Background: an optimization exercise with open tools, aiming at small area. Do not read the settings as production practice.
RTL that was checked went through simulation tests only; none was proved equivalent to the original.
No functional check of the RTL was part of runs 1, 2 and 4.
Power is estimated from default activity; no workload was simulated.

## design/flow/run.sh

```bash
#!/bin/bash
# synth_recipe.tcl (not shown) runs the flow's synth.tcl, then flattens the netlist and writes it again
# the make line also repeats each setting of config.mk as NAME=value (left out here)
make -C /OpenROAD-flow-scripts/flow DESIGN_CONFIG=/design/flow/config.mk WORK_HOME=/design/flow/orfs CLKGATE_MAP_FILE= SYNTH_SCRIPT=/design/flow/synth_recipe.tcl finish
```

## design/flow/config.mk

```make
export PLATFORM = sky130hd
export DESIGN_NAME = apex_core
export DESIGN_NICKNAME = apex_core
export VERILOG_FILES = /design/flow/design.v
export SDC_FILE = /design/flow/constraint.sdc
export NUM_CORES = 4
export LEC_CHECK = 0
export ABC_AREA = 1
export CAP_MARGIN = 20
export CORE_MARGIN = 2
export CORE_UTILIZATION = 65
export PLACE_DENSITY = 0.75
export SLEW_MARGIN = 20
```

## design/flow/constraint.sdc

```tcl
create_clock -name core_clock -period 10.0 [get_ports {clk}]
set_input_delay 2.0000 -clock core_clock [delete_from_list [all_inputs] [get_ports {clk}]]
set_output_delay 2.0000 -clock core_clock [all_outputs]
set_load 0.01 [all_outputs]
```

## design/flow/design.v

```verilog
`timescale 1ns/1ps
`default_nettype none
module apex_core (
    input  wire        clk,
    input  wire        rst,           
    output wire [31:0] imem_addr,     
    input  wire [63:0] imem_rdata,    
    output wire        dmem_re,       
    output wire        dmem_we,       
    output wire [31:0] dmem_addr,     
    output wire [31:0] dmem_wdata,
    input  wire [31:0] dmem_rdata,    
    output wire        halted
);
    localparam [3:0] OP_STORE = 4'd0,  OP_LOAD = 4'd1,  OP_MOVC = 4'd2,
                     OP_ADD   = 4'd3,  OP_SUB  = 4'd4,  OP_AND  = 4'd5,
                     OP_OR    = 4'd6,  OP_XOR  = 4'd7,  OP_MUL  = 4'd8,
                     OP_BZ    = 4'd9,  OP_BNZ  = 4'd10, OP_JUMP = 4'd11,
                     OP_HALT  = 4'd12;
    localparam [31:0] CODE_BASE = 32'd4000;
    reg  [4:0]    phase;
    reg           clr;           
    reg           halted_r;
    reg           p2_ld, p2_st, p2_mul;    
    reg           z;
    reg  [31:0]   pc;
    reg  [31:0]   sr;
    reg  [31:0]   w;
    reg           c1, c2;        
    reg  [31:1]   ms;            
    reg  [30:0]   mc;            
    reg  [1023:0] rf;            
    wire p2  = p2_ld | p2_st | p2_mul;
    wire p1  = !clr && !p2 && !halted_r;
    wire ph0  = (phase == 5'd0);
    wire ph31 = (phase == 5'd31);
    assign imem_addr  = pc;
    assign dmem_addr  = sr;
    assign dmem_wdata = w;
    assign dmem_re    = p2_ld && ph0;
    assign dmem_we    = p2_st && ph0;
    assign halted     = halted_r;
    wire [3:0] op  = imem_rdata[63:60];
    wire [4:0] rd  = imem_rdata[59:55];
    wire [4:0] rs1 = imem_rdata[54:50];
    wire [4:0] rs2 = imem_rdata[49:45];
    wire is_store = (op == OP_STORE);
    wire is_load  = (op == OP_LOAD);
    wire is_movc  = (op == OP_MOVC);
    wire is_add   = (op == OP_ADD);
    wire is_sub   = (op == OP_SUB);
    wire is_and   = (op == OP_AND);
    wire is_or    = (op == OP_OR);
    wire is_xor   = (op == OP_XOR);
    wire is_mul   = (op == OP_MUL);
    wire is_bz    = (op == OP_BZ);
    wire is_bnz   = (op == OP_BNZ);
    wire is_jump  = (op == OP_JUMP);
    wire is_halt  = (op == OP_HALT);
    wire [31:0] rout;
    genvar g;
    generate
        for (g = 0; g < 32; g = g + 1) begin : g_out
            assign rout[g] = rf[32*g];
        end
    endgenerate
    wire rs1b = rout[rs1];
    wire rs2b = rout[rs2];
    wire immb = imem_rdata[phase];
    wire pcb  = pc[phase];
    wire addsub = is_add || is_sub;
    wire a1  = is_store ? rs2b : rs1b;
    wire b1  = addsub ? (rs2b ^ is_sub) : immb;
    wire ci1 = ph0 ? is_sub : c1;
    wire sum1 = a1 ^ b1 ^ ci1;
    wire co1  = (a1 & b1) | (a1 & ci1) | (b1 & ci1);
    wire taken = (is_bz && z) || (is_bnz && !z);
    wire a2  = pcb;
    wire b2  = taken ? immb : (phase == 5'd2);
    wire ci2 = ph0 ? 1'b0 : c2;
    wire sum2 = a2 ^ b2 ^ ci2;
    wire co2  = (a2 & b2) | (a2 & ci2) | (b2 & ci2);
    wire sr_in = clr ? CODE_BASE[phase]
               : (p1 && (is_load || is_store || is_jump)) ? sum1 : sum2;
    wire        bm = p2_mul && rs2b;
    wire [31:0] pp = w & {32{bm}};
    wire [31:0] msum;
    wire [31:0] mcar;
    generate
        for (g = 0; g < 32; g = g + 1) begin : g_mul
            wire si = (g < 31) ? ms[(g < 31) ? g + 1 : 31] : 1'b0;
            wire ci = (g < 31) ? mc[(g < 31) ? g : 0] : 1'b0;
            assign msum[g] = si ^ ci ^ pp[g];
            assign mcar[g] = (si & ci) | (si & pp[g]) | (ci & pp[g]);
        end
    endgenerate
    wire prod = msum[0];
    reg p1_wbit;
    always @(*) begin
        case (op)
            OP_MOVC: p1_wbit = immb;
            OP_AND:  p1_wbit = rs1b & rs2b;
            OP_OR:   p1_wbit = rs1b | rs2b;
            OP_XOR:  p1_wbit = rs1b ^ rs2b;
            default: p1_wbit = sum1;
        endcase
    end
    wire ld_bit = ph0 ? dmem_rdata[0] : sr[0];
    wire wbit   = p2 ? (p2_ld ? ld_bit : prod) : p1_wbit;
    wire p1_wen = is_movc || addsub || is_and || is_or || is_xor;
    wire wen    = (p1 && p1_wen) || p2_ld || p2_mul;
    wire sets_z = (p1 && addsub) || p2_mul;
    wire        wd   = wbit && !clr;
    wire [31:0] wsel = {32{clr}} | ({31'd0, wen} << rd);
    integer r, k;
    always @(posedge clk) begin
        for (r = 0; r < 32; r = r + 1) begin
            for (k = 0; k < 31; k = k + 1)
                rf[32*r + k] <= rf[32*r + k + 1];
            rf[32*r + 31] <= wsel[r] ? wd : rout[r];
        end
        sr[31] <= sr_in;
        if (dmem_re)
            sr[30:0] <= dmem_rdata[31:1];
        else
            sr[30:0] <= sr[31:1];
        if (!p2)
            w <= {rs1b, w[31:1]};
        c1 <= co1;
        c2 <= co2;
        ms <= msum[31:1];
        mc <= mcar[30:0];
        if (clr || (p1 && !is_load && !is_store && !is_mul) || p2)
            if (ph31)
                pc <= {sr_in, sr[31:1]};
        if (rst) begin
            phase    <= 5'd0;
            clr      <= 1'b1;
            halted_r <= 1'b0;
            p2_ld    <= 1'b0;
            p2_st    <= 1'b0;
            p2_mul   <= 1'b0;
            z        <= 1'b0;
        end else begin
            phase <= phase + 5'd1;
            if (ph31) begin
                clr    <= 1'b0;
                p2_ld  <= p1 && is_load;
                p2_st  <= p1 && is_store;
                p2_mul <= p1 && is_mul;
            end
            if (p1 && ph0 && is_halt)
                halted_r <= 1'b1;
            if (sets_z)
                z <= (ph0 ? 1'b1 : z) && !wbit;
        end
    end
endmodule
`default_nettype wire
```

==> run notes, run 1 <==
cell area after synthesis: 0.0294 mm2
latest clock arrival within the worst-skew pair: 0.65 ns
Iteration-0 DRC Markers: 865
DP Wirelength: 28.7 mm
Relative slew margins: 0.309
Max Cap Violations: 0
main flop type after synthesis: dfxtp_1
Total Nets Final: 2429
Synth Area in Adders: 0.0250
static leakage: 0.0148 uW
share of cells above drive strength 1: 0.109
GR peak layer: met2
top post-synthesis cells by area: dfxtp_1 77%, edfxtp_1 6.5%, inv_1 3.0%, nand2_1 2.3%, fa_1 2.2%
mux contribution to synthesized area: 0.0119
Die ar.: 0.0470 mm2
Worst setup EP type: flop
vias in the first global route: 15.3k
chip width: 217 um
Die Height: 217 um
critical path fanouts, max: 32
gr usage total: 0.232
Fin Setup TNS: 0 ns
Worst setup SP type: primary input
Via-to-Cell Ratio: 4.72
Synth Net Count: 2176
Final Critical Period: 5.82 ns
largest net degree at the start of global routing: 41
sequential area share after synthesis: 0.834
DRC: 0
Post-CTS Resized: 0
Max Slew Vio Count: 0
distinct cell type count after synthesis: 43
Mapped Avg Cell Area: 14.4 um2
area delta synth->final: 20.2%
CTS tree: done
Synth area leader: dfxtp_1
total power: 9190 uW
Setup WS pre-CTS: 3.58 ns
gr ovfl total: 0
Root Driver: clkbuf_16
Worst VDD drop: 0.202 mV
YS warnings: 1
final setup fails: 0
postcts setup bufs: 0
worst clock skew: 0.0247 ns
slowest CP cell: clkdlybuf4s50_1
Rows: 77
via count: 14.0k
placed cells: 2781
PnR worst setup slack: 4.18 ns
Worst Path Arrival: 6.31 ns
compound-cell area share of the yosys netlist: 0.0390
critical path class: in2reg
Finished Layout Cells: 2970
Port Buffer Count: 183
RSZ-0062 raised after global routing: no
hold buffers post-CTS: 0
H-tree Lvls: 3
initial antenna violation count: 5
Post-DRT Antenna Nets: 0
clock sinks: 1195
Max clock buf depth: 3
asr flop ratio synth: 0
top cells by count, synth: 1131 x dfxtp_1, 238 x inv_1, 179 x nand2_1
fin crit share: 0.582
CTS clk-pin slew, worst paths: 0.07 ns
outcome: complete, no violations
CP cell instances: clkdlybuf4s50_1, inv_1, nand2_1, nand3_1, nand3_1, nand2_1, nand2_1, nand3b_1, nand2_2, nor2_4, inv_1, nor2_1, fa_1, nand2_1, o211ai_2, nand2_4, a21oi_1
first-pass GRT wire length: 83.4 mm
Inserted Clock Buffers: 101
Synth top area share: 0.769
delay-heaviest family, CP: simple AND/OR/NAND/NOR gates
worst path bufs/invs: 3
Worst Path Required: 10.49 ns
Routed WL per cell: 17.9 um
XOR/XNOR share of the synthesized area: 0
#FFs+latches synth: 1195
Slew @ Worst Pin: 1.03 ns
Final Hold Violating Endpoints: 0
DRT Pass-1 Iters: 5
CP max stage delay: 0.83 ns
final WL: 53.2 mm
post-synthesis cell count: 2039
Power Density: 260 mW/mm2
fmax: 172 MHz
Post-synth EDFFs: 64
HP Class: reg2reg
routability cong.: 0.855
Synth Area in Simple Gates: 0.0496
count leader, synth: dfxtp_1
met2 usage: 0.410
met3 GRT Util: 0.0548
GRT met1 Usage: 0.278
# IOs: 197
largest family of logic cells by synthesized area: simple AND/OR/NAND/NOR gates
Initial Utilization: 0.661
most used cell, CP: nand2_1
Core Region: 0.0445 mm2
## report_power, final
| group | switching (uW) | internal [uW] | total [uW] | leakage, uW |
|---|---|---|---|---|
| logic | 132 | 95.4 | 227 | 0.00323 |
| registers | 22.6 | 4820 | 4840 | 0.00977 |
| clock network | 1720 | 2400 | 4120 | 0.00179 |
## layout make-up
class                           instances  area (um2)
Timing Repair Buffer                  186        1850
Sequential cell                      1195       24600
Multi-Input combinational cell        563        3710
Inverter                              245         925
Clock buffer                          149        3150
Clock inverter                         37         439
Tap cell                              592         741
Antenna cell                            3        7.51
Fill cell                            2361        9130
## path summary, 6_finish.rpt
path / from / endpoint / slack (ns) / depth (start not counted)
setup / recovery: imem_rdata[45] / rf[991] / 4.18 / 17
hold / removal: rf[286] / rf[285] / 0.31 / 0
setup reg to reg: phase[1] / rf[991] / 6.08 / 16
hold reg to reg: rf[286] / rf[285] / 0.31 / 0
## cells in the final DEF (no fill, tap or decap), drive strengths merged
cell / count
clkinv: 21
fa: 33
bufinv: 8
ha: 6
o211ai: 2
nor3: 2
a21oi: 66
and2: 1
a211oi: 5
a21boi: 3
edfxtp: 64
nand4: 4
o41ai: 1
clkbuf: 149
clkdlybuf4s50: 183
dfxtp: 1131
nand3b: 3
o21ai: 68
nor2: 78
and3: 1
nand2: 182
diode: 3
nand3: 70
clkinvlp: 1
inv: 252
buf: 3
o22ai: 7
mux2: 31
## cell families (layout without fill, tap and decap cells)
logic type,after synthesis,in the layout
DFF,1195,1195
adders and majority gates,39,39
other,0,3
muxes,31,31
buffers and inverters,281,617
and+or+nand+nor,341,341
AOI/OAI and AO/OA,152,152
## sequential cells by signal, indices dropped and copies added, names as in the netlist
name      flops
w            32
mc           31
pc           32
ms           31
p2_st         1
sr           32
z             1
halted_r      1
clr           1
c1            1
p2_mul        1
phase         5
rf         1024
p2_ld         1
c2            1
## per-stage QoR
stage / utilization / hold WS, ns / area (um2)
2_1_floorplan: - / 0.310 / 29400
3_3_place_gp: 0.714 / 0.309 / 31800
3_5_place_dp: 0.714 / 0.312 / 31800
4_1_cts: 0.795 / 0.310 / 35400
5_1_grt: 0.795 / 0.319 / 35400
6_report: 0.795 / 0.305 / 35400
## metal layers
layer | vias up | share of wire
li1 | 6837 | -
met1 | 6752 | 0.41
met2 | 321 | 0.51
met3 | 100 | 0.046
met4 | 2 | 0.026
met5 | - | 0.00021
==> run 2: changes to the inputs <==
--- a/design/flow/config.mk
+++ b/design/flow/config.mk
@@ -11,2 +11,3 @@
 export CORE_UTILIZATION = 65
+export CTS_BUF_LIST = sky130_fd_sc_hd__clkbuf_4
 export PLACE_DENSITY = 0.75
==> run notes, run 2 <==
commonest non-fill, non-tap cell in the layout: dfxtp_1 (unchanged)
Worst setup EP type: primary output (was flop)
cell area after synthesis: 0.0294 mm2 (unchanged)
slowest CP cell: clkdlybuf4s50_1 (unchanged)
Die Height: 217 um (unchanged)
Power Density: 248 mW/mm2 (was 260 mW/mm2)
Final Util: 0.790 (was 0.795)
Port Buffer Count: 183 (unchanged)
Max clock buf depth: 4 (was 3)
Mapped Avg Cell Area: 14.4 um2 (unchanged)
Worst VDD drop: 0.181 mV (was 0.202 mV)
Die ar.: 0.0470 mm2 (unchanged)
critical path class: reg2out (was in2reg)
post-synthesis cell count: 2039 (unchanged)
largest net degree at the start of global routing: 41 (unchanged)
routability cong.: 0.855 (unchanged)
max reg flops: 1024 (unchanged)
Synth top area share: 0.769 (unchanged)
H-tree Lvls: 5 (was 3)
largest family of logic cells by synthesized area: simple AND/OR/NAND/NOR gates (unchanged)
Synth Net Count: 2176 (unchanged)
CTS tree: done (unchanged)
#FFs+latches synth: 1195 (unchanged)
Root Driver: clkbuf_4 (was clkbuf_16)
Synth Area in Simple Gates: 0.0496 (unchanged)
Final Critical Period: 5.56 ns (was 5.82 ns)
static leakage: 0.0150 uW (was 0.0148 uW)
Via-to-Cell Ratio: 4.55 (was 4.72)
asr flop ratio synth: 0 (unchanged)
Initial Utilization: 0.661 (unchanged)
most used cell, CP: buf_4 (was nand2_1)
top cells by count, synth: 1131 x dfxtp_1, 238 x inv_1, 179 x nand2_1 (unchanged)
delay-heaviest family, CP: buffers and inverters (was simple AND/OR/NAND/NOR gates)
Core Region: 0.0445 mm2 (unchanged)
area delta synth->final: 19.5% (was 20.2%)
DRC: 0 (unchanged)
HP Class: reg2reg (unchanged)
final WL: 46.9 mm (was 53.2 mm)
Worst Path Required: 8.00 ns (was 10.49 ns)
final setup fails: 0 (unchanged)
mux contribution to synthesized area: 0.0119 (unchanged)
distinct cell type count after synthesis: 43 (unchanged)
XOR/XNOR share of the synthesized area: 0 (unchanged)
Final Hold Violating Endpoints: 0 (unchanged)
fin crit share: 0.556 (was 0.582)
Worst Path Arrival: 3.56 ns (was 6.31 ns)
Iteration-0 DRC Markers: 679 (was 865)
gr usage total: 0.210 (was 0.232)
CP max stage delay: 0.63 ns (was 0.83 ns)
YS warnings: 1 (unchanged)
chip width: 217 um (unchanged)
DRT Pass-1 Iters: 7 (was 5)
Post-synth EDFFs: 64 (unchanged)
count leader, synth: dfxtp_1 (unchanged)
critical path fanouts, max: 40 (was 32)
Top reg by flops: rf (unchanged)
initial antenna violation count: 3 (was 5)
Max Slew Vio Count: 0 (unchanged)
DP Wirelength: 28.7 mm (unchanged)
main flop type after synthesis: dfxtp_1 (unchanged)
latest clock arrival within the worst-skew pair: 1.07 ns (was 0.65 ns)
Synth area leader: dfxtp_1 (unchanged)
Relative slew margins: 0.303 (was 0.309)
compound-cell area share of the yosys netlist: 0.0390 (unchanged)
worst path bufs/invs: 4 (was 3)
Post-CTS Resized: 0 (unchanged)
Routed WL per cell: 14.5 um (was 17.9 um)
Inserted Clock Buffers: 286 (was 101)
Fin Setup TNS: 0 ns (unchanged)
CTS clk-pin slew, worst paths: 0.06 ns (was 0.07 ns)
Post-DRT Antenna Nets: 0 (unchanged)
most frequent cells in the layout: 1131 x dfxtp_1, 424 x clkbuf_4, 238 x inv_1, 183 x clkdlybuf4s50_1, 179 x nand2_1 (was 1131 x dfxtp_1, 238 x inv_1, 183 x clkdlybuf4s50_1, 179 x nand2_1, 108 x clkbuf_16)
top post-synthesis cells by area: dfxtp_1 77%, edfxtp_1 6.5%, inv_1 3.0%, nand2_1 2.3%, fa_1 2.2% (unchanged)
share of cells above drive strength 1: 0.196 (was 0.109)
postcts setup bufs: 0 (unchanged)
Worst setup SP type: flop (was primary input)
Total Nets Final: 2614 (was 2429)
outcome: complete, no violations (unchanged)
vias in the first global route: 16.0k (was 15.3k)
Max Cap Violations: 0 (unchanged)
gr ovfl total: 0 (unchanged)
via count: 14.8k (was 14.0k)
worst clock skew: 0.0919 ns (was 0.0247 ns)
first-pass GRT wire length: 76.5 mm (was 83.4 mm)
sequential area share after synthesis: 0.834 (unchanged)
Rows: 77 (unchanged)
# IOs: 197 (unchanged)
Synth Area in Adders: 0.0250 (unchanged)
fmax: 180 MHz (was 172 MHz)
clock sinks: 1195 (unchanged)
hold buffers post-CTS: 0 (unchanged)
Slew @ Worst Pin: 1.04 ns (was 1.03 ns)
RSZ-0062 raised after global routing: no (unchanged)
CP cell instances: buf_4, inv_2, ha_1, nand3_4, nor2_2, buf_4, clkdlybuf4s50_1 (was clkdlybuf4s50_1, inv_1, nand2_1, nand3_1, nand3_1, nand2_1, nand2_1, nand3b_1, nand2_2, nor2_4, inv_1, nor2_1, fa_1, nand2_1, o211ai_2, nand2_4, a21oi_1)
# fillers: 2599 (was 2361)
## run 2: cell count changes in the layout (fill, tap and decap cells not counted), moves of 12 or more
cell / change
clkbuf_1: -12
clkinv_2: -16
clkinv_1: +26
clkbuf_4: +424
clkbuf_8: -29
clkbuf_16: -108
## run 2: cells by family (layout without fill, tap and decap cells)
group,after synthesis,count (layout)
mux,31,31
flops,1195,1195
fa+ha+maj,39,39
buf+inv,281,892
compound gates,152,152
simple gates,341,341
other cells,0,3
## run 2: power breakdown
group | leakage (uW) | internal (uW) | switching, uW
sequential | 0.00977 | 4820 | 21.3
clock | 0.00205 | 1970 | 1670
combinational | 0.00323 | 95.4 | 129
total | 0.0150 | 6890 | 1820
## run 2: worst paths after layout
path             end      from  cells after the start  slack [ns]
max reg2reg  rf[991]  phase[1]                     16        6.08
min reg2reg   rf[25]    rf[26]                      0        0.28
max          dmem_re  phase[0]                      7        4.44
min           rf[25]    rf[26]                      0        0.28
## run 2: routing by layer
layer / wire length, um / global-route usage
met5: 12 / 0
met4: 1290 / 0.119
met3: 2520 / 0.0721
met2: 22700 / 0.336
met1: 20400 / 0.250
## run 2: area by class of cell
class,count,area (um2),share of cell area
diodes,3,7.51,0.000213
clock buffers,424,3180,0.0905
well taps,592,741,0.0211
multi-input cells,563,3710,0.105
inverters,245,925,0.0263
flip-flops and latches,1195,24600,0.698
repair buffers,186,1850,0.0527
clock inverters,37,198,0.00562
## run 2: worst register-to-register path, delay by kind of cell, from the launching register on
kind	cells	cell delay, ns
and+or+nand+nor	13	1.96
DFF	1	0.90
adders and majority gates	1	0.53
buffers and inverters	1	0.20
AOI/OAI and AO/OA	1	0.20
## run 2: metrics by stage
stage                     area, um2  setup WS (ns)  power, uW  hold WS [ns]  cells
final                         35200           4.44       8710         0.278   3245
after global routing          35200           4.18       9110         0.267   3244
after CTS                     35200           4.27       8850         0.272   3242
after detailed placement      31800           3.58       5180         0.312   2781
after global placement        31800           3.60       5170         0.309   2781
after floorplan               29400           4.80       5090         0.310   2039
==> run 3: changes to the inputs <==
--- a/design/flow/design.v
+++ b/design/flow/design.v
@@ -85,3 +85,3 @@
     wire        bm = p2_mul && rs2b;
-    wire [31:0] pp = w & {32{bm}};
+    wire [31:0] pp = (w & {32{bm}}) | (dmem_rdata & {32{dmem_re}});
     wire [31:0] msum;
@@ -92,4 +92,3 @@
             wire ci = (g < 31) ? mc[(g < 31) ? g : 0] : 1'b0;
-            assign msum[g] = si ^ ci ^ pp[g];
-            assign mcar[g] = (si & ci) | (si & pp[g]) | (ci & pp[g]);
+            assign {mcar[g], msum[g]} = {1'b0, si} + {1'b0, ci} + {1'b0, pp[g]};
         end
@@ -107,4 +106,3 @@
     end
-    wire ld_bit = ph0 ? dmem_rdata[0] : sr[0];
-    wire wbit   = p2 ? (p2_ld ? ld_bit : prod) : p1_wbit;
+    wire wbit   = p2 ? prod : p1_wbit;
     wire p1_wen = is_movc || addsub || is_and || is_or || is_xor;
@@ -121,7 +119,3 @@
         end
-        sr[31] <= sr_in;
-        if (dmem_re)
-            sr[30:0] <= dmem_rdata[31:1];
-        else
-            sr[30:0] <= sr[31:1];
+        sr <= {sr_in, sr[31:1]};
         if (!p2)
==> design/flow/flow/run.sh (new file) <==
#!/bin/bash
# Own layout flow: the standard ORFS flow (standard.sh) with
#  - an area-only ABC mapping script (no delay-driven buffering/upsizing),
#    and plain gates instead of the full-adder cell map,
#  - port buffers of the smallest buffer cell,
#  - a clock tree of small clock buffers without dummy loads.
# Registers, power grid, taps and every other step are the standard flow's.
set -euo pipefail
W=$PWD
rm -rf "$W/scripts_mod"
cp -r "$FLOW_HOME/scripts" "$W/scripts_mod"
cp "$W/flow/abc_area.script" "$W/scripts_mod/abc_area.script"
export SCRIPTS_DIR="$W/scripts_mod"
export ADDER_MAP_FILE=
export BUFFER_PORTS_ARGS="-buffer_cell sky130_fd_sc_hd__buf_1"
export CTS_ARGS="-sink_clustering_enable -repair_clock_nets -dont_use_dummy_load -buf_list sky130_fd_sc_hd__clkbuf_4 -sink_clustering_size 12 -sink_clustering_max_diameter 40"
bash standard.sh > "$W/standard.log" 2>&1
==> design/flow/flow/abc_area.script (new file) <==
strash
&get -n
&st
&dch
&nf -a
&put
topo
==> design/flow/standard.sh (new file) <==
#!/bin/bash
# synth_recipe.tcl (not shown) runs the flow's synth.tcl, then flattens the netlist and writes it again
# the make line also repeats each setting of config.mk as NAME=value (left out here)
make -C /OpenROAD-flow-scripts/flow DESIGN_CONFIG=/design/flow/config.mk WORK_HOME=/design/flow/orfs CLKGATE_MAP_FILE= SYNTH_SCRIPT=/design/flow/synth_recipe.tcl "${@:-finish}"
--- a/design/flow/config.mk
+++ b/design/flow/config.mk
@@ -11,3 +11,2 @@
 export CORE_UTILIZATION = 65
-export CTS_BUF_LIST = sky130_fd_sc_hd__clkbuf_4
 export PLACE_DENSITY = 0.75
removed: design/flow/run.sh
==> run notes, run 3 <==
outcome: complete, no violations (unchanged)
Worst Path Required: 10.76 ns (was 8.00 ns)
routability cong.: 0.825 (was 0.855)
Initial Utilization: 0.662 (was 0.661)
first-pass GRT wire length: 61.5 mm (was 76.5 mm)
latest clock arrival within the worst-skew pair: 0.89 ns (was 1.07 ns)
Top reg by flops: rf (unchanged)
Synth area leader: dfxtp_1 (unchanged)
sequential area share after synthesis: 0.880 (was 0.834)
Routed WL per cell: 15.9 um (was 14.5 um)
CTS clk-pin slew, worst paths: 0.11 ns (was 0.06 ns)
asr flop ratio synth: 0 (unchanged)
chip width: 211 um (was 217 um)
top post-synthesis cells by area: dfxtp_1 81%, edfxtp_1 6.9%, mux4_2 1.9%, mux2_1 1.4%, xor3_1 1.1% (was dfxtp_1 77%, edfxtp_1 6.5%, inv_1 3.0%, nand2_1 2.3%, fa_1 2.2%)
distinct cell type count after synthesis: 40 (was 43)
Total Nets Final: 2008 (was 2614)
main flop type after synthesis: dfxtp_1 (unchanged)
Via-to-Cell Ratio: 4.95 (was 4.55)
hold buffers post-CTS: 0 (unchanged)
RR Startpoint: rf[896] (was phase[1])
share of power burned in registers: 0.720 (was 0.556)
Synth Net Count: 1700 (was 2176)
fmax: 181 MHz (was 180 MHz)
Relative slew margins: 0.334 (was 0.303)
DP Wirelength: 25.1 mm (was 28.7 mm)
final WL: 39.0 mm (was 46.9 mm)
Die Height: 211 um (was 217 um)
Rows: 75 (was 77)
Max Cap Violations: 0 (unchanged)
Worst VDD drop: 0.133 mV (was 0.181 mV)
Post-CTS Resized: 0 (unchanged)
Final Critical Period: 5.52 ns (was 5.56 ns)
top cells by count, synth: 1131 x dfxtp_1, 64 x edfxtp_1, 42 x nand2_1 (was 1131 x dfxtp_1, 238 x inv_1, 179 x nand2_1)
Final Hold Violating Endpoints: 0 (unchanged)
Register-to-Register Path Depth: 11 (was 16)
RSZ-0062 raised after global routing: no (unchanged)
met2 usage: 0.270 (was 0.336)
worst clock skew: 0.0991 ns (was 0.0919 ns)
CP cell instances: buf_1, mux4_2, mux4_2, mux2_1, and2_0, buf_4, a22oi_1, xnor2_1, a21oi_1, o21ai_0, a21oi_4, mux2_1 (was buf_4, inv_2, ha_1, nand3_4, nor2_2, buf_4, clkdlybuf4s50_1)
# IOs: 197 (unchanged)
initial antenna violation count: 4 (was 3)
R2R Path End: rf[607] (was rf[991])
Post-DRT Antenna Nets: 0 (unchanged)
GRT met1 Usage: 0.244 (was 0.250)
most frequent cells in the layout: 1131 x dfxtp_1, 183 x buf_1, 116 x clkbuf_4, 64 x edfxtp_1, 42 x nand2_1 (was 1131 x dfxtp_1, 424 x clkbuf_4, 238 x inv_1, 183 x clkdlybuf4s50_1, 179 x nand2_1)
Hold Crit Start: rf[177] (was rf[26])
DRT Pass-1 Iters: 5 (was 7)
Root Driver: clkbuf_4 (unchanged)
fin crit share: 0.552 (was 0.556)
via count: 12.2k (was 14.8k)
reg-to-reg slack, setup: 5.84 ns (was 6.08 ns)
Fin Setup TNS: 0 ns (unchanged)
Core Region: 0.0421 mm2 (was 0.0445 mm2)
# fillers: 2670 (was 2599)
CTS tree: done (unchanged)
Worst setup EP type: flop (was primary output)
largest net degree at the start of global routing: 40 (was 41)
internal power: 5390 uW (was 6890 uW)
clock sinks: 1195 (unchanged)
Iteration-0 DRC Markers: 670 (was 679)
Setup WS pre-CTS: 3.35 ns (was 3.58 ns)
Port Buffer Count: 183 (unchanged)
part of the power in combinational logic: 0.013 (was 0.026)
slowest CP cell: a21oi_4 (was clkdlybuf4s50_1)
post-synthesis cell count: 1602 (was 2039)
critical path class: in2reg (was reg2out)
gr ovfl total: 0 (unchanged)
final setup fails: 0 (unchanged)
H-tree Lvls: 3 (was 5)
Hold EP: rf[176] (was rf[25])
static leakage: 0.0118 uW (was 0.0150 uW)
postcts setup bufs: 0 (unchanged)
WHS Path Cells: 0 (unchanged)
met3 GRT Util: 0.0446 (was 0.0721)
cell area after synthesis: 0.0279 mm2 (was 0.0294 mm2)
YS warnings: 1 (unchanged)
count leader, synth: dfxtp_1 (unchanged)
Slew @ Worst Pin: 0.997 ns (was 1.04 ns)
CP max stage delay: 0.68 ns (was 0.63 ns)
PnR worst setup slack: 4.48 ns (was 4.44 ns)
HP Class: reg2reg (unchanged)
Inserted Clock Buffers: 116 (was 286)
Max Slew Vio Count: 0 (unchanged)
clock share of power: 0.267 (was 0.418)
commonest non-fill, non-tap cell in the layout: dfxtp_1 (unchanged)
critical path fanouts, max: 32 (was 40)
Synth top area share: 0.811 (was 0.769)
#FFs+latches synth: 1195 (unchanged)
P_sw: 1330 uW (was 1820 uW)
Worst setup SP type: primary input (was flop)
Max clock buf depth: 3 (was 4)
GR peak layer: met2 (unchanged)
Worst Path Arrival: 6.28 ns (was 3.56 ns)
share of cells above drive strength 1: 0.0781 (was 0.196)
Mapped Avg Cell Area: 17.4 um2 (was 14.4 um2)
Power Density: 222 mW/mm2 (was 248 mW/mm2)
gr usage total: 0.177 (was 0.210)
Net Sw Frac: 0.198 (was 0.209)
DRC: 0 (unchanged)
Die ar.: 0.0446 mm2 (was 0.0470 mm2)
max reg flops: 1024 (unchanged)
Post-synth EDFFs: 64 (unchanged)
vias in the first global route: 12.2k (was 16.0k)
area delta synth->final: 8.32% (was 19.5%)
run 3: power groups by stage:
stage	logic [uW]	registers (uW)	clock network, uW
global placement	87.9	4940	0
detailed placement	88.9	4940	0
floorplan	38.7	4940	0
finish	89.9	4830	1790
global route	97.8	4840	2050
CTS	89.2	4830	1870
run 3: worst max-delay path by stage:
stage,startpoint,end,slack [ns],cells past startpoint
6_report,imem_rdata[45],rf[607],4.48,12
5_1_grt,imem_rdata[45],rf[607],4.30,12
4_1_cts,imem_rdata[45],rf[607],4.31,12
3_5_place_dp,imem_rdata[45],rf[991],3.35,12
3_3_place_gp,imem_rdata[45],rf[447],3.44,12
2_1_floorplan,imem_rdata[45],rf[1023],4.27,10
run 3: kinds of logic (layout without fill, tap and decap cells):
kind of cell,Yosys count,in the layout,share of synthesized area
AOI/OAI and AO/OA,143,143,0.0343
xor gates and xnor gates,54,54,0.0244
adders and majority gates,15,15,0.00538
buffers and inverters,23,329,0.00309
DFF,1195,1195,0.880
muxes,62,62,0.0345
other,0,9,0
and+or+nand+nor,110,110,0.0181
run 3: metrics by stage:
step                       util  hold slack (ns)  instance area [um2]  cells  total power (uW)
after CTS                 0.717            0.274                30200   2447              6790
after floorplan               -            0.310                27900   1602              4980
final                     0.717            0.272                30200   2456              6710
after global routing      0.717            0.252                30200   2454              6980
after detailed placement  0.696            0.312                29300   2331              5030
after global placement    0.696            0.310                29300   2331              5030
run 3: layer usage:
layer | share of wire | routed length (um)
met5 | 0 | 0
met1 | 0.46 | 18100
met2 | 0.46 | 17800
met4 | 0.027 | 1040
met3 | 0.052 | 2010
run 3: critical path: cells and delay by family:
kind | cells | cell delay (ns)
multiplexers | 4 | 1.75
XOR/XNOR | 1 | 0.15
buffers and inverters | 2 | 0.73
AO/OA/AOI/OAI | 4 | 1.40
AND/OR/NAND/NOR | 1 | 0.19
run 3: area by class of cell:
class	instances	area, um2	area share
Tap cell	539	674	0.0223
Sequential cell	1195	24600	0.813
Inverter	23	86.3	0.00286
Multi-Input combinational cell	384	3270	0.108
Timing Repair Buffer	190	739	0.0245
Clock buffer	116	871	0.0288
Antenna cell	9	22.5	0.000745
==> run 4: changes to the inputs <==
--- a/design/flow/design.v
+++ b/design/flow/design.v
@@ -29,4 +29,4 @@
     reg           c1, c2;        
-    reg  [31:1]   ms;            
-    reg  [30:0]   mc;            
+    reg  [31:1]   bh;            
+    reg  [5:0]    cacc_q;        
     reg  [1023:0] rf;            
@@ -84,14 +84,79 @@
                : (p1 && (is_load || is_store || is_jump)) ? sum1 : sum2;
-    wire        bm = p2_mul && rs2b;
-    wire [31:0] pp = (w & {32{bm}}) | (dmem_rdata & {32{dmem_re}});
-    wire [31:0] msum;
-    wire [31:0] mcar;
-    generate
-        for (g = 0; g < 32; g = g + 1) begin : g_mul
-            wire si = (g < 31) ? ms[(g < 31) ? g + 1 : 31] : 1'b0;
-            wire ci = (g < 31) ? mc[(g < 31) ? g : 0] : 1'b0;
-            assign {mcar[g], msum[g]} = {1'b0, si} + {1'b0, ci} + {1'b0, pp[g]};
-        end
-    endgenerate
-    wire prod = msum[0];
+    wire        bin = p2_mul && rs2b;
+    wire [31:0] bhv = {bh, bin};
+    wire [31:0] pp  = w & bhv;
+    wire [5:0]  cacc = ph0 ? 6'd0 : cacc_q;
+    wire [6:0]  col;
+    wire cs_s0, cs_c0;
+    assign {cs_c0, cs_s0} = {1'b0, pp[0]} + {1'b0, pp[1]} + {1'b0, pp[2]};
+    wire cs_s1, cs_c1;
+    assign {cs_c1, cs_s1} = {1'b0, pp[3]} + {1'b0, pp[4]} + {1'b0, pp[5]};
+    wire cs_s2, cs_c2;
+    assign {cs_c2, cs_s2} = {1'b0, pp[6]} + {1'b0, pp[7]} + {1'b0, pp[8]};
+    wire cs_s3, cs_c3;
+    assign {cs_c3, cs_s3} = {1'b0, pp[9]} + {1'b0, pp[10]} + {1'b0, pp[11]};
+    wire cs_s4, cs_c4;
+    assign {cs_c4, cs_s4} = {1'b0, pp[12]} + {1'b0, pp[13]} + {1'b0, pp[14]};
+    wire cs_s5, cs_c5;
+    assign {cs_c5, cs_s5} = {1'b0, pp[15]} + {1'b0, pp[16]} + {1'b0, pp[17]};
+    wire cs_s6, cs_c6;
+    assign {cs_c6, cs_s6} = {1'b0, pp[18]} + {1'b0, pp[19]} + {1'b0, pp[20]};
+    wire cs_s7, cs_c7;
+    assign {cs_c7, cs_s7} = {1'b0, pp[21]} + {1'b0, pp[22]} + {1'b0, pp[23]};
+    wire cs_s8, cs_c8;
+    assign {cs_c8, cs_s8} = {1'b0, pp[24]} + {1'b0, pp[25]} + {1'b0, pp[26]};
+    wire cs_s9, cs_c9;
+    assign {cs_c9, cs_s9} = {1'b0, pp[27]} + {1'b0, pp[28]} + {1'b0, pp[29]};
+    wire cs_s10, cs_c10;
+    assign {cs_c10, cs_s10} = {1'b0, pp[30]} + {1'b0, pp[31]} + {1'b0, cacc[0]};
+    wire cs_s11, cs_c11;
+    assign {cs_c11, cs_s11} = {1'b0, cs_s0} + {1'b0, cs_s1} + {1'b0, cs_s2};
+    wire cs_s12, cs_c12;
+    assign {cs_c12, cs_s12} = {1'b0, cs_s3} + {1'b0, cs_s4} + {1'b0, cs_s5};
+    wire cs_s13, cs_c13;
+    assign {cs_c13, cs_s13} = {1'b0, cs_s6} + {1'b0, cs_s7} + {1'b0, cs_s8};
+    wire cs_s14, cs_c14;
+    assign {cs_c14, cs_s14} = {1'b0, cs_c0} + {1'b0, cs_c1} + {1'b0, cs_c2};
+    wire cs_s15, cs_c15;
+    assign {cs_c15, cs_s15} = {1'b0, cs_c3} + {1'b0, cs_c4} + {1'b0, cs_c5};
+    wire cs_s16, cs_c16;
+    assign {cs_c16, cs_s16} = {1'b0, cs_c6} + {1'b0, cs_c7} + {1'b0, cs_c8};
+    wire cs_s17, cs_c17;
+    assign {cs_c17, cs_s17} = {1'b0, cs_c9} + {1'b0, cs_c10} + {1'b0, cacc[1]};
+    wire cs_s18, cs_c18;
+    assign {cs_c18, cs_s18} = {1'b0, cs_s11} + {1'b0, cs_s12} + {1'b0, cs_s13};
+    wire cs_s19, cs_c19;
+    assign {cs_c19, cs_s19} = {1'b0, cs_c11} + {1'b0, cs_c12} + {1'b0, cs_c13};
+    wire cs_s20, cs_c20;
+    assign {cs_c20, cs_s20} = {1'b0, cs_s14} + {1'b0, cs_s15} + {1'b0, cs_s16};
+    wire cs_s21, cs_c21;
+    assign {cs_c21, cs_s21} = {1'b0, cs_c14} + {1'b0, cs_c15} + {1'b0, cs_c16};
+    wire cs_s22, cs_c22;
+    assign {cs_c22, cs_s22} = {1'b0, cs_s18} + {1'b0, cs_s9} + {1'b0, cs_s10};
+    wire cs_s23, cs_c23;
+    assign {cs_c23, cs_s23} = {1'b0, cs_c18} + {1'b0, cs_s19} + {1'b0, cs_s20};
+    wire cs_s24, cs_c24;
+    assign {cs_c24, cs_s24} = {1'b0, cs_c19} + {1'b0, cs_c20} + {1'b0, cs_s21};
+    wire cs_s25, cs_c25;
+    assign {cs_c25, cs_s25} = {1'b0, cs_c22} + {1'b0, cs_s23} + {1'b0, cs_s17};
+    wire cs_s26, cs_c26;
+    assign {cs_c26, cs_s26} = {1'b0, cs_c23} + {1'b0, cs_s24} + {1'b0, cs_c17};
+    wire cs_s27, cs_c27;
+    assign {cs_c27, cs_s27} = {1'b0, cs_c24} + {1'b0, cs_c21} + {1'b0, cacc[3]};
+    wire cs_s28, cs_c28;
+    assign {cs_c28, cs_s28} = {1'b0, cs_c25} + {1'b0, cs_s26} + {1'b0, cacc[2]};
+    wire cs_s29, cs_c29;
+    assign {cs_c29, cs_s29} = {1'b0, cs_c28} + {1'b0, cs_c26} + {1'b0, cs_s27};
+    wire cs_s30, cs_c30;
+    assign {cs_c30, cs_s30} = {1'b0, cs_c29} + {1'b0, cs_c27} + {1'b0, cacc[4]};
+    wire cs_s31, cs_c31;
+    assign {cs_c31, cs_s31} = {1'b0, cs_c30} + {1'b0, cacc[5]};
+    assign col[0] = cs_s22;
+    assign col[1] = cs_s25;
+    assign col[2] = cs_s28;
+    assign col[3] = cs_s29;
+    assign col[4] = cs_s30;
+    assign col[5] = cs_s31;
+    assign col[6] = cs_c31;
+    wire prod = col[0];
     reg p1_wbit;
@@ -106,3 +171,4 @@
     end
-    wire wbit   = p2 ? prod : p1_wbit;
+    wire ld_bit = ph0 ? dmem_rdata[0] : sr[0];
+    wire wbit   = p2 ? (p2_ld ? ld_bit : prod) : p1_wbit;
     wire p1_wen = is_movc || addsub || is_and || is_or || is_xor;
@@ -119,3 +185,7 @@
         end
-        sr <= {sr_in, sr[31:1]};
+        sr[31] <= sr_in;
+        if (dmem_re)
+            sr[30:0] <= dmem_rdata[31:1];
+        else
+            sr[30:0] <= sr[31:1];
         if (!p2)
@@ -124,4 +194,4 @@
         c2 <= co2;
-        ms <= msum[31:1];
-        mc <= mcar[30:0];
+        bh   <= {bh[30:1], bin};
+        cacc_q <= col[6:1];
         if (clr || (p1 && !is_load && !is_store && !is_mul) || p2)
==> run notes, run 4 <==
outcome: complete, no violations (unchanged)
PnR worst setup slack: 3.55 ns (was 4.48 ns)
Die Height: 210 um (was 211 um)
largest net degree at the start of global routing: 52 (was 40)
final WL: 41.2 mm (was 39.0 mm)
count leader, synth: dfxtp_1 (unchanged)
Top reg by flops: rf (unchanged)
Setup WS pre-CTS: 2.71 ns (was 3.35 ns)
postcts setup bufs: 0 (unchanged)
Rows: 75 (unchanged)
Synth top area share: 0.803 (was 0.811)
P_sw: 1330 uW (about the same)
gr ovfl total: 0 (unchanged)
final setup fails: 0 (unchanged)
# IOs: 197 (unchanged)
Worst VDD drop: 0.147 mV (was 0.133 mV)
Synth Net Count: 1745 (was 1700)
routability cong.: 0.830 (was 0.825)
Worst setup SP type: primary input (unchanged)
worst hold margin: 0.269 ns (was 0.272 ns)
critical path class: in2reg (unchanged)
part of the power in combinational logic: 0.018 (was 0.013)
Worst Path Required: 10.69 ns (was 10.76 ns)
latest clock arrival within the worst-skew pair: 0.85 ns (was 0.89 ns)
Worst Path Arrival: 7.14 ns (was 6.28 ns)
YS warnings: 1 (unchanged)
chip width: 210 um (was 211 um)
Slew @ Worst Pin: 1.02 ns (was 0.997 ns)
Post-DRT Antenna Nets: 0 (unchanged)
share of cells above drive strength 1: 0.0712 (was 0.0781)
Total Nets Final: 2051 (was 2008)
Via-to-Cell Ratio: 5.03 (was 4.95)
clock sinks: 1170 (was 1195)
DP Wirelength: 27.0 mm (was 25.1 mm)
Routed WL per cell: 16.5 um (was 15.9 um)
top cells by count, synth: 1106 x dfxtp_1, 64 x edfxtp_1, 62 x nand2_1 (was 1131 x dfxtp_1, 64 x edfxtp_1, 42 x nand2_1)
sequential area share after synthesis: 0.873 (was 0.880)
via count: 12.5k (was 12.2k)
#FFs+latches synth: 1170 (was 1195)
most frequent cells in the layout: 1106 x dfxtp_1, 183 x buf_1, 114 x clkbuf_4, 64 x edfxtp_1, 62 x nand2_1 (was 1131 x dfxtp_1, 183 x buf_1, 116 x clkbuf_4, 64 x edfxtp_1, 42 x nand2_1)
DRT Pass-1 Iters: 6 (was 5)
main flop type after synthesis: dfxtp_1 (unchanged)
CTS tree: done (unchanged)
asr flop ratio synth: 0 (unchanged)
gr usage total: 0.190 (was 0.177)
commonest non-fill, non-tap cell in the layout: dfxtp_1 (unchanged)
initial antenna violation count: 7 (was 4)
fmax: 155 MHz (was 181 MHz)
Synth area leader: dfxtp_1 (unchanged)
cell area after synthesis: 0.0276 mm2 (was 0.0279 mm2)
Final Hold Violating Endpoints: 0 (unchanged)
placed cell area: 0.0290 mm2 (was 0.0293 mm2)
distinct cell type count after synthesis: 46 (was 40)
Core Region: 0.0419 mm2 (was 0.0421 mm2)
worst clock skew: 0.107 ns (was 0.0991 ns)
CTS clk-pin slew, worst paths: 0.11 ns (about the same)
area delta synth->final: 8.31% (was 8.32%)
Final Critical Period: 6.45 ns (was 5.52 ns)
Post-CTS Resized: 0 (unchanged)
Post-synth EDFFs: 64 (unchanged)
Mapped Avg Cell Area: 16.7 um2 (was 17.4 um2)
clock share of power: 0.266 (was 0.267)
Max Cap Violations: 0 (unchanged)
vias in the first global route: 12.6k (was 12.2k)
Inserted Clock Buffers: 114 (was 116)
Finished Layout Cells: 2492 (was 2456)
fin crit share: 0.645 (was 0.552)
Power Density: 222 mW/mm2 (about the same)
Max Slew Vio Count: 0 (unchanged)
Die ar.: 0.0441 mm2 (was 0.0446 mm2)
HP Class: reg2reg (unchanged)
internal power: 5280 uW (was 5390 uW)
share of power burned in registers: 0.716 (was 0.720)
static leakage: 0.0116 uW (was 0.0118 uW)
H-tree Lvls: 3 (unchanged)
Port Buffer Count: 183 (unchanged)
Relative slew margins: 0.319 (was 0.334)
Initial Utilization: 0.658 (was 0.662)
first-pass GRT wire length: 64.7 mm (was 61.5 mm)
post-synthesis cell count: 1647 (was 1602)
Net Sw Frac: 0.202 (was 0.198)
Max clock buf depth: 3 (unchanged)
Fin Setup TNS: 0 ns (unchanged)
post-layout instance area: 0.0298 mm2 (was 0.0302 mm2)
WHS Path Cells: 0 (unchanged)
Iteration-0 DRC Markers: 796 (was 670)
Register-to-Register Path Depth: 14 (was 11)
max reg flops: 1024 (unchanged)
DRC: 0 (unchanged)
top post-synthesis cells by area: dfxtp_1 80%, edfxtp_1 7.0%, mux2_1 1.3%, mux4_2 1.3%, nand2_1 0.84% (was dfxtp_1 81%, edfxtp_1 6.9%, mux4_2 1.9%, mux2_1 1.4%, xor3_1 1.1%)
critical path fanouts, max: 8 (was 32)
RSZ-0062 raised after global routing: no (unchanged)
placed cells: 2376 (was 2331)
Worst setup EP type: flop (unchanged)
hold buffers post-CTS: 0 (unchanged)
Root Driver: clkbuf_4 (unchanged)
[run 4: cell count changes after synthesis, moves of 11 or more]
| cell | previous run | this run |
|---|---|---|
| nor2_1 | 23 | 54 |
| dfxtp_1 | 1131 | 1106 |
| nand2_1 | 42 | 62 |
| o21ai_0 | 27 | 14 |
| xor3_1 | 13 | 2 |
| o31ai_1 | 1 | 14 |
| a21oi_1 | 23 | 35 |
| a22o_1 | 16 | 4 |
| clkinv_1 | 23 | 10 |
[run 4: critical path, cell delays in order]
cell and delay, ns:
buf_1 0.46, mux4_2 0.57, o21ai_0 0.18, o22ai_1 0.16, o2111ai_1 0.28, xnor3_1 0.48
maj3_1 0.41, xor2_1 0.17, xnor2_1 0.18, maj3_1 0.41, xor3_1 0.41, maj3_1 0.41
maj3_1 0.41, maj3_1 0.41, xor2_1 0.18
[run 4: final timing paths]
kind / startpoint / end / slack, ns
worst max-delay path: imem_rdata[45] / cacc_q[4] / 3.55
worst min-delay path: rf[265] / rf[264] / 0.27
worst max register to register: rf[352] / cacc_q[4] / 4.88
worst min register to register: rf[265] / rf[264] / 0.27
[run 4: metrics by stage]
step                 util  power, uW
finish              0.713       6620
global route        0.713       6880
CTS                 0.713       6690
detailed placement  0.693       4960
global placement    0.693       4960
floorplan               -       4900
[run 4: power by group through the flow]
stage	combinational (uW)	sequential, uW	clock [uW]
detailed placement	120	4840	0
CTS	120	4740	1830
global route	131	4740	2010
floorplan	53.7	4840	0
finish	121	4730	1760
global placement	117	4840	0
[run 4: final cells by class]
| type | instances | area [um2] |
|---|---|---|
| sequential | 1170 | 24100 |
| fill | 2641 | 12000 |
| multi-input combinational | 467 | 3470 |
| clock buffer | 114 | 856 |
| timing repair buffer | 190 | 739 |
| tap | 539 | 674 |
| inverter | 10 | 37.5 |
| antenna | 2 | 5.00 |
[run 4: cell families (layout without fill, tap and decap cells)]
group	count (synthesis)	in the layout	share of synthesized area
flops	1170	1170	0.873
simple gates	186	186	0.0314
compound gates	159	159	0.0393
mux	54	54	0.0284
xor+xnor	52	52	0.0206
fa+ha+maj	16	16	0.00581
buf+inv	10	314	0.00136
other cells	0	2	0
[run 4: layer usage]
| layer | part of all wire | global-route usage | routed length [um] | vias to the layer above |
|---|---|---|---|---|
| met5 | 0.0013 | 0 | 55 | - |
| met3 | 0.062 | 0.0555 | 2550 | 90 |
| met4 | 0.027 | 0.0741 | 1120 | 10 |
| met1 | 0.45 | 0.248 | 18600 | 5937 |
| li1 | - | - | - | 6160 |
| met2 | 0.46 | 0.303 | 18900 | 349 |
==> run 5: changes to the inputs <==
--- a/design/flow/design.v
+++ b/design/flow/design.v
@@ -29,3 +29,3 @@
     reg           c1, c2;        
-    reg  [31:1]   bh;            
+    reg  [32:1]   bh;            
     reg  [5:0]    cacc_q;        
@@ -69,3 +69,2 @@
     wire immb = imem_rdata[phase];
-    wire pcb  = pc[phase];
     wire addsub = is_add || is_sub;
@@ -77,3 +76,3 @@
     wire taken = (is_bz && z) || (is_bnz && !z);
-    wire a2  = pcb;
+    wire a2  = sr[0];                
     wire b2  = taken ? immb : (phase == 5'd2);
@@ -82,6 +81,9 @@
     wire co2  = (a2 & b2) | (a2 & ci2) | (b2 & ci2);
-    wire sr_in = clr ? CODE_BASE[phase]
-               : (p1 && (is_load || is_store || is_jump)) ? sum1 : sum2;
-    wire        bin = p2_mul && rs2b;
-    wire [31:0] bhv = {bh, bin};
+    wire sr_in = clr    ? CODE_BASE[phase]
+               : p2_mul ? sr[0]
+               : p2_ld  ? w[0]
+               : p2_st  ? bh[32]
+               : (is_load || is_store || is_jump) ? sum1 : sum2;
+    wire        bin = p2_mul ? rs2b : (p1 && is_store && sum2);
+    wire [31:0] bhv = {bh[31:1], bin};
     wire [31:0] pp  = w & bhv;
@@ -190,7 +192,7 @@
             sr[30:0] <= sr[31:1];
-        if (!p2)
-            w <= {rs1b, w[31:1]};
+        if (!p2_mul)
+            w <= {(is_load ? sum2 : rs1b), w[31:1]};
         c1 <= co1;
         c2 <= co2;
-        bh   <= {bh[30:1], bin};
+        bh   <= {bh[31:1], bin};
         cacc_q <= col[6:1];
--- a/design/flow/flow/run.sh
+++ b/design/flow/flow/run.sh
@@ -2,3 +2,4 @@
 # Own layout flow: the standard ORFS flow (standard.sh) with
-#  - an area-only ABC mapping script (no delay-driven buffering/upsizing),
+#  - an area-only ABC mapping script (amap; no delay-driven buffering or
+#    upsizing),
 #    and plain gates instead of the full-adder cell map,
@@ -15,3 +16,3 @@
 export BUFFER_PORTS_ARGS="-buffer_cell sky130_fd_sc_hd__buf_1"
-export CTS_ARGS="-sink_clustering_enable -repair_clock_nets -dont_use_dummy_load -buf_list sky130_fd_sc_hd__clkbuf_4 -sink_clustering_size 12 -sink_clustering_max_diameter 40"
+export CTS_ARGS="-sink_clustering_enable -repair_clock_nets -dont_use_dummy_load -buf_list sky130_fd_sc_hd__clkbuf_4 -sink_clustering_size 11 -sink_clustering_max_diameter 40"
 bash standard.sh > "$W/standard.log" 2>&1
==> design/flow/flow/abc_area.script (replaced) <==
strash
dch
amap
topo
==> run notes, run 5 <==
outcome: complete, no violations (unchanged)
area delta synth->final: 8.83% (was 8.31%)
fmax: 128 MHz (was 155 MHz)
Max clock buf depth: 3 (unchanged)
Relative slew margins: 0.305 (was 0.319)
Routed WL per cell: 15.9 um (was 16.5 um)
top cells by count, synth: 1107 x dfxtp_1, 99 x nor2_1, 88 x o21ai_0 (was 1106 x dfxtp_1, 64 x edfxtp_1, 62 x nand2_1)
Root Driver: clkbuf_4 (unchanged)
WHS Path Cells: 0 (unchanged)
static leakage: 0.0113 uW (was 0.0116 uW)
Hold Crit Start: rf[543] (was rf[265])
HP Class: reg2reg (unchanged)
Via-to-Cell Ratio: 4.99 (was 5.03)
Reg area: 0.0241 mm2 (about the same)
Top reg by flops: rf (unchanged)
DRT Pass-1 Iters: 5 (was 6)
Core Region: 0.0410 mm2 (was 0.0419 mm2)
Iteration-0 DRC Markers: 859 (was 796)
hold buffers post-CTS: 0 (unchanged)
Total Nets Final: 2152 (was 2051)
worst hold margin: 0.274 ns (was 0.269 ns)
Port Buffer Count: 183 (unchanged)
routability cong.: 0.905 (was 0.830)
Synth Net Count: 1833 (was 1745)
gr ovfl total: 0 (unchanged)
clock sinks: 1171 (was 1170)
cell area after synthesis: 0.0271 mm2 (was 0.0276 mm2)
H-tree Lvls: 4 (was 3)
Post-CTS Resized: 0 (unchanged)
# fillers: 2676 (was 2641)
Hold EP: rf[542] (was rf[264])
largest net degree at the start of global routing: 37 (was 52)
max reg flops: 1024 (unchanged)
gr usage total: 0.195 (was 0.190)
slowest CP cell: o22ai_1 (was mux4_2)
Die ar.: 0.0434 mm2 (was 0.0441 mm2)
critical path class: in2reg (unchanged)
sequential area share after synthesis: 0.887 (was 0.873)
RSZ-0062 raised after global routing: no (unchanged)
CTS clk-pin slew, worst paths: 0.11 ns (about the same)
Worst VDD drop: 0.174 mV (was 0.147 mV)
Final Critical Period: 7.79 ns (was 6.45 ns)
share of cells above drive strength 1: 0.0673 (was 0.0712)
Worst setup EP type: flop (unchanged)
Final Hold Violating Endpoints: 0 (unchanged)
Worst Path Arrival: 8.48 ns (was 7.14 ns)
Synth top area share: 0.816 (was 0.803)
Post-synth EDFFs: 64 (unchanged)
final WL: 41.2 mm (about the same)
Worst setup SP type: primary input (unchanged)
Worst Path Required: 10.69 ns (about the same)
initial antenna violation count: 2 (was 7)
Synth area leader: dfxtp_1 (unchanged)
R2R Path End: cacc_q[4] (unchanged)
Register-to-Register Path Depth: 43 (was 14)
postcts setup bufs: 0 (unchanged)
critical path fanouts, max: 3 (was 8)
Max Slew Vio Count: 0 (unchanged)
via count: 12.9k (was 12.5k)
CP max stage delay: 0.40 ns (was 0.57 ns)
most used cell, CP: a21oi_1 (was maj3_1)
commonest non-fill, non-tap cell in the layout: dfxtp_1 (unchanged)
YS warnings: 1 (unchanged)
most frequent cells in the layout: 1107 x dfxtp_1, 183 x buf_1, 130 x clkbuf_4, 98 x nor2_1, 88 x o21ai_0 (was 1106 x dfxtp_1, 183 x buf_1, 114 x clkbuf_4, 64 x edfxtp_1, 62 x nand2_1)
distinct cell type count after synthesis: 33 (was 46)
Rows: 74 (was 75)
post-synthesis cell count: 1735 (was 1647)
latest clock arrival within the worst-skew pair: 0.82 ns (was 0.85 ns)
Die Height: 208 um (was 210 um)
Max Cap Violations: 0 (unchanged)
Mapped Avg Cell Area: 15.6 um2 (was 16.7 um2)
DP Wirelength: 27.0 mm (about the same)
vias in the first global route: 12.9k (was 12.6k)
Post-DRT Antenna Nets: 0 (unchanged)
area of the multi-input gates: 0.00296 mm2 (was 0.00347 mm2)
#FFs+latches synth: 1171 (was 1170)
asr flop ratio synth: 0 (unchanged)
first-pass GRT wire length: 66.0 mm (was 64.7 mm)
CTS tree: done (unchanged)
final setup fails: 0 (unchanged)
count leader, synth: dfxtp_1 (unchanged)
Initial Utilization: 0.662 (was 0.658)
top post-synthesis cells by area: dfxtp_1 82%, edfxtp_1 7.1%, o21ai_0 1.6%, a22o_1 1.4%, nor2_1 1.4% (was dfxtp_1 80%, edfxtp_1 7.0%, mux2_1 1.3%, mux4_2 1.3%, nand2_1 0.84%)
RR Startpoint: phase[0] (was rf[352])
chip width: 208 um (was 210 um)
Power Density: 227 mW/mm2 (was 222 mW/mm2)
main flop type after synthesis: dfxtp_1 (unchanged)
# IOs: 197 (unchanged)
worst clock skew: 0.101 ns (was 0.107 ns)
Inserted Clock Buffers: 130 (was 114)
Fin Setup TNS: 0 ns (unchanged)
fin crit share: 0.779 (was 0.645)
DRC: 0 (unchanged)
Slew @ Worst Pin: 1.04 ns (was 1.02 ns)
reg-to-reg slack, setup: 2.82 ns (was 4.88 ns)
==> run 5: changes by cell type after synthesis, sizes merged, moves of 17 or more <==
cell / before / now
a21oi: 35 / 70
a22o: 4 / 43
a31oi: 23 / 0
clkinv: 10 / 34
mux2: 33 / 0
nand2: 62 / 79
nor2: 54 / 99
o21ai: 14 / 88
or2: 0 / 17
xnor2: 25 / 0
xor2: 19 / 0
==> run 5: cell families after synthesis <==
family | count (synthesis) | synth area share
flops | 1171 | 0.887
compound gates | 295 | 0.0708
simple gates | 234 | 0.0371
buf+inv | 35 | 0.00498
==> run 5: stage by stage <==
stage          instances  setup WS (ns)  instance area (um2)  utilization  power, uW
2_1_floorplan       1735           2.21                27100            -       4900
3_3_place_gp        2454           1.58                28600        0.696       4970
3_5_place_dp        2454           1.44                28600        0.696       4970
4_1_cts             2584           2.31                29500        0.720       6800
5_1_grt             2585           1.27                29500        0.720       7000
6_report            2586           2.21                29500        0.720       6700
==> run 5: routing by layer <==
layer | track usage | routed length, um
met1 | 0.259 | 19100
met2 | 0.299 | 18300
met3 | 0.0509 | 2270
met4 | 0.0953 | 1540
met5 | 0 | 0
==> run 5: worst max path at each step <==
| stage | start | to | slack (ns) | depth (start not counted) |
|---|---|---|---|---|
| 6_report | imem_rdata[0] | cacc_q[4] | 2.21 | 43 |
| 5_1_grt | imem_rdata[10] | cacc_q[4] | 1.27 | 46 |
| 4_1_cts | imem_rdata[0] | cacc_q[4] | 2.31 | 43 |
| 3_5_place_dp | imem_rdata[0] | cacc_q[4] | 1.44 | 43 |
| 3_3_place_gp | imem_rdata[0] | cacc_q[4] | 1.58 | 43 |
| 2_1_floorplan | imem_rdata[0] | z | 2.21 | 30 |
==> run 5: area by class of cell <==
cell class                 count  area share
sequential                  1171       0.815
antenna                        2    0.000169
inverter                      34     0.00432
timing repair buffer         188      0.0245
tap                          532      0.0225
clock buffer                 130      0.0330
multi-input combinational    529       0.100
==> run 5: critical path, delay by kind of cell <==
family | cells | cell delay, ns
AND/OR/NAND/NOR | 17 | 1.86
buffers and inverters | 2 | 0.20
AO/OA/AOI/OAI | 24 | 4.40
==> run 5: power by group <==
group | internal (uW) | switching, uW | total (uW) | leakage [uW]
clock network | 602 | 1240 | 1840 | 0.000598
logic | 41.9 | 78.4 | 120 | 0.00113
registers | 4720 | 18.6 | 4740 | 0.00957
total | 5370 | 1340 | 6700 | 0.0113
==> run 6: changes to the inputs <==
--- a/design/flow/flow/run.sh
+++ b/design/flow/flow/run.sh
@@ -2,4 +2,3 @@
 # Own layout flow: the standard ORFS flow (standard.sh) with
-#  - an area-only ABC mapping script (amap; no delay-driven buffering or
-#    upsizing),
+#  - an area-only ABC mapping script (no delay-driven buffering/upsizing),
 #    and plain gates instead of the full-adder cell map,
==> design/flow/flow/abc_area.script (replaced) <==
strash
&get -n
&st
&dch
&nf -a
&put
topo
==> run notes, run 6 <==
DRC: 0 (unchanged)
Synth area leader: dfxtp_1 (unchanged)
Max Cap Violations: 0 (unchanged)
latest clock arrival within the worst-skew pair: 0.83 ns (was 0.82 ns)
Max clock buf depth: 3 (unchanged)
critical path fanouts, max: 8 (was 3)
Relative slew margins: 0.308 (was 0.305)
routability cong.: 0.819 (was 0.905)
slowest CP cell: mux4_2 (was o22ai_1)
share of cells above drive strength 1: 0.0804 (was 0.0673)
RSZ-0062 raised after global routing: no (unchanged)
RR Startpoint: phase[0] (unchanged)
Post-DRT Antenna Nets: 0 (unchanged)
Port Buffer Count: 183 (unchanged)
Core Region: 0.0419 mm2 (was 0.0410 mm2)
Worst Path Required: 10.68 ns (was 10.69 ns)
Final Critical Period: 7.24 ns (was 7.79 ns)
worst hold margin: 0.285 ns (was 0.274 ns)
hold buffers post-CTS: 0 (unchanged)
outcome: complete, no violations (unchanged)
Routed WL per cell: 15.7 um (was 15.9 um)
#FFs+latches synth: 1171 (unchanged)
Synth top area share: 0.806 (was 0.816)
Initial Utilization: 0.657 (was 0.662)
clock sinks: 1171 (unchanged)
Rows: 75 (was 74)
Total Nets Final: 2028 (was 2152)
chip width: 210 um (was 208 um)
Crit. Startpoint: imem_rdata[45] (was imem_rdata[0])
Slew @ Worst Pin: 1.04 ns (about the same)
Worst setup SP type: primary input (unchanged)
asr flop ratio synth: 0 (unchanged)
main flop type after synthesis: dfxtp_1 (unchanged)
Inserted Clock Buffers: 120 (was 130)
postcts setup bufs: 0 (unchanged)
fin crit share: 0.724 (was 0.779)
most used cell, CP: maj3_1 (was a21oi_1)
fmax: 138 MHz (was 128 MHz)
Top reg by flops: rf (unchanged)
Worst setup EP type: flop (unchanged)
DP Wirelength: 25.5 mm (was 27.0 mm)
# IOs: 197 (unchanged)
Worst Path Arrival: 7.92 ns (was 8.48 ns)
critical path class: in2reg (unchanged)
Max Slew Vio Count: 0 (unchanged)
commonest non-fill, non-tap cell in the layout: dfxtp_1 (unchanged)
Fin Setup TNS: 0 ns (unchanged)
Die Height: 210 um (was 208 um)
Mapped Avg Cell Area: 17.0 um2 (was 15.6 um2)
H-tree Lvls: 3 (was 4)
Die ar.: 0.0440 mm2 (was 0.0434 mm2)
vias in the first global route: 12.2k (was 12.9k)
top cells by count, synth: 1107 x dfxtp_1, 64 x edfxtp_1, 58 x nand2_1 (was 1107 x dfxtp_1, 99 x nor2_1, 88 x o21ai_0)
Hold Crit Start: rf[628] (was rf[543])
CTS tree: done (unchanged)
Root Driver: clkbuf_4 (unchanged)
Post-synth EDFFs: 64 (unchanged)
Power Density: 223 mW/mm2 (was 227 mW/mm2)
worst path bufs/invs: 1 (was 2)
max reg flops: 1024 (unchanged)
total power: 6640 uW (was 6700 uW)
most frequent cells in the layout: 1106 x dfxtp_1, 183 x buf_1, 120 x clkbuf_4, 64 x edfxtp_1, 58 x nand2_1 (was 1107 x dfxtp_1, 183 x buf_1, 130 x clkbuf_4, 98 x nor2_1, 88 x o21ai_0)
top post-synthesis cells by area: dfxtp_1 81%, edfxtp_1 7.0%, mux4_2 2.0%, mux2_1 1.3%, xnor2_1 0.83% (was dfxtp_1 82%, edfxtp_1 7.1%, o21ai_0 1.6%, a22o_1 1.4%, nor2_1 1.4%)
largest net degree at the start of global routing: 52 (was 37)
CP cell instances: buf_1, mux4_2, nor2b_1, a211oi_1, a211oi_1, a21oi_1, nand2b_1, o21ai_0, nand2_1, xnor3_1, maj3_1, maj3_1, xnor3_1, xor2_1, xor3_1, maj3_1, maj3_1, maj3_1, xor2_1
initial antenna violation count: 4 (was 2)
sequential area share after synthesis: 0.876 (was 0.887)
CP max stage delay: 0.58 ns (was 0.40 ns)
count leader, synth: dfxtp_1 (unchanged)
worst clock skew: 0.100 ns (was 0.101 ns)
Iteration-0 DRC Markers: 570 (was 859)
YS warnings: 1 (unchanged)
via count: 12.2k (was 12.9k)
Final Hold Violating Endpoints: 0 (unchanged)
post-synthesis cell count: 1619 (was 1735)
Worst VDD drop: 0.165 mV (was 0.174 mV)
static leakage: 0.0116 uW (was 0.0113 uW)
CTS clk-pin slew, worst paths: 0.10 ns (was 0.11 ns)
final WL: 38.9 mm (was 41.2 mm)
Post-CTS Resized: 0 (unchanged)
first-pass GRT wire length: 62.1 mm (was 66.0 mm)
Synth Net Count: 1717 (was 1833)
distinct cell type count after synthesis: 45 (was 33)
gr ovfl total: 0 (unchanged)
HP Class: reg2reg (unchanged)
final setup fails: 0 (unchanged)
area delta synth->final: 8.54% (was 8.83%)
DRT Pass-1 Iters: 5 (unchanged)
delay-heaviest family, CP: adder cells (was compound AO/OA/AOI/OAI gates)
Via-to-Cell Ratio: 4.92 (was 4.99)
# fillers: 2669 (was 2676)
cell area after synthesis: 0.0275 mm2 (was 0.0271 mm2)
gr usage total: 0.180 (was 0.195)
## run 6: changes by cell type after synthesis, moves of 25 or more
cell / delta
xnor2_1: +26
nor2_1: -44
a22o_1: -43
mux2_1: +32
o21ai_0: -75
a21oi_1: -45
mux4_2: +25
## run 6: final cells by class
class	instances	area, um2	area share
multi-input combinational	435	3380	0.113
sequential	1171	24100	0.807
timing repair buffer	190	747	0.0250
inverter	12	45.0	0.00151
tap	539	674	0.0226
antenna	6	15.0	0.000503
clock buffer	120	901	0.0302
## run 6: path summary, 6_finish.rpt
path                                   to  slack [ns]  cells after the start
worst min-delay path              rf[627]        0.29                      0
worst max-delay path            cacc_q[4]        2.76                     19
worst min register to register    rf[627]        0.29                      0
worst max register to register  cacc_q[4]        3.22                     18
## run 6: power breakdown
group	internal, uW	switching (uW)	total (uW)
registers	4720	21.7	4740
logic	39.1	67.7	107
clock network	550	1250	1800
total	5310	1340	6640
## run 6: through the flow
stage	area, um2	util	setup WS, ns	std cells
floorplan	27500	-	2.91	1619
global placement	28900	0.691	1.97	2346
detailed placement	28900	0.691	1.88	2347
CTS	29800	0.713	2.77	2467
global route	29800	0.713	2.39	2469
finish	29800	0.713	2.76	2473
## run 6: layer usage
layer	up-vias	part of all wire	GRT usage	wire (um)
met1	5724	0.47	0.240	18100
met2	339	0.45	0.281	17700
met4	0	0.030	0.0907	1150
met3	83	0.051	0.0420	1970
li1	6013	-	-	-
met5	-	0	0	0
## run 6: cell families after synthesis
kind of cell | share of synthesized area
XOR/XNOR | 0.0203
AND/OR/NAND/NOR | 0.0314
AO/OA/AOI/OAI | 0.0290
multiplexers | 0.0358
buffers and inverters | 0.00191
adder cells (fa/ha/maj) | 0.00582
flip-flops | 0.876

-- what the ideal ports hide --
No port has a modelled driver above. Below, the same layouts with a new extraction and two added sets of constraints. Step 1: set_driving_cell puts a clkbuf_16 on clk and a buf_2 on each other input, an assumption about the parent block. Step 2 adds t to the input delays and takes it off the output delays; t is the mean of the earliest and latest rising clock arrival at the registers after step 1. Input paths then give back, and output paths get back, about the clock's delay inside the block. Slacks: ideal / step 1 / step 2; pairs: ideal / step 1.
run | t, ns | setup slack, ns | hold slack, ns | slew at the worst register clock pin (ns)
run 1 | 0.696 | 4.178 / 4.197 / 3.502 | 0.305 / 0.305 / 0.305 | 0.07 / 0.07
run 2 | 1.074 | 4.436 / 4.383 / 3.610 | 0.278 / 0.278 / 0.278 | 0.09 / 0.09
run 3 | 0.888 | 4.480 / 4.484 / 3.595 | 0.272 / 0.272 / 0.272 | 0.12 / 0.12
run 4 | 0.846 | 3.547 / 3.526 / 2.680 | 0.269 / 0.269 / 0.269 | 0.12 / 0.12
run 5 | 0.817 | 2.208 / 2.231 / 1.415 | 0.274 / 0.274 / 0.274 | 0.11 / 0.11
run 6 | 0.832 | 2.758 / 2.763 / 1.931 | 0.285 / 0.285 / 0.285 | 0.12 / 0.12
After both steps setup and hold are still met in every run listed. The setup slack of run 3, which loses most, moves by +0.004 ns with the drivers and by -0.885 ns with both steps.
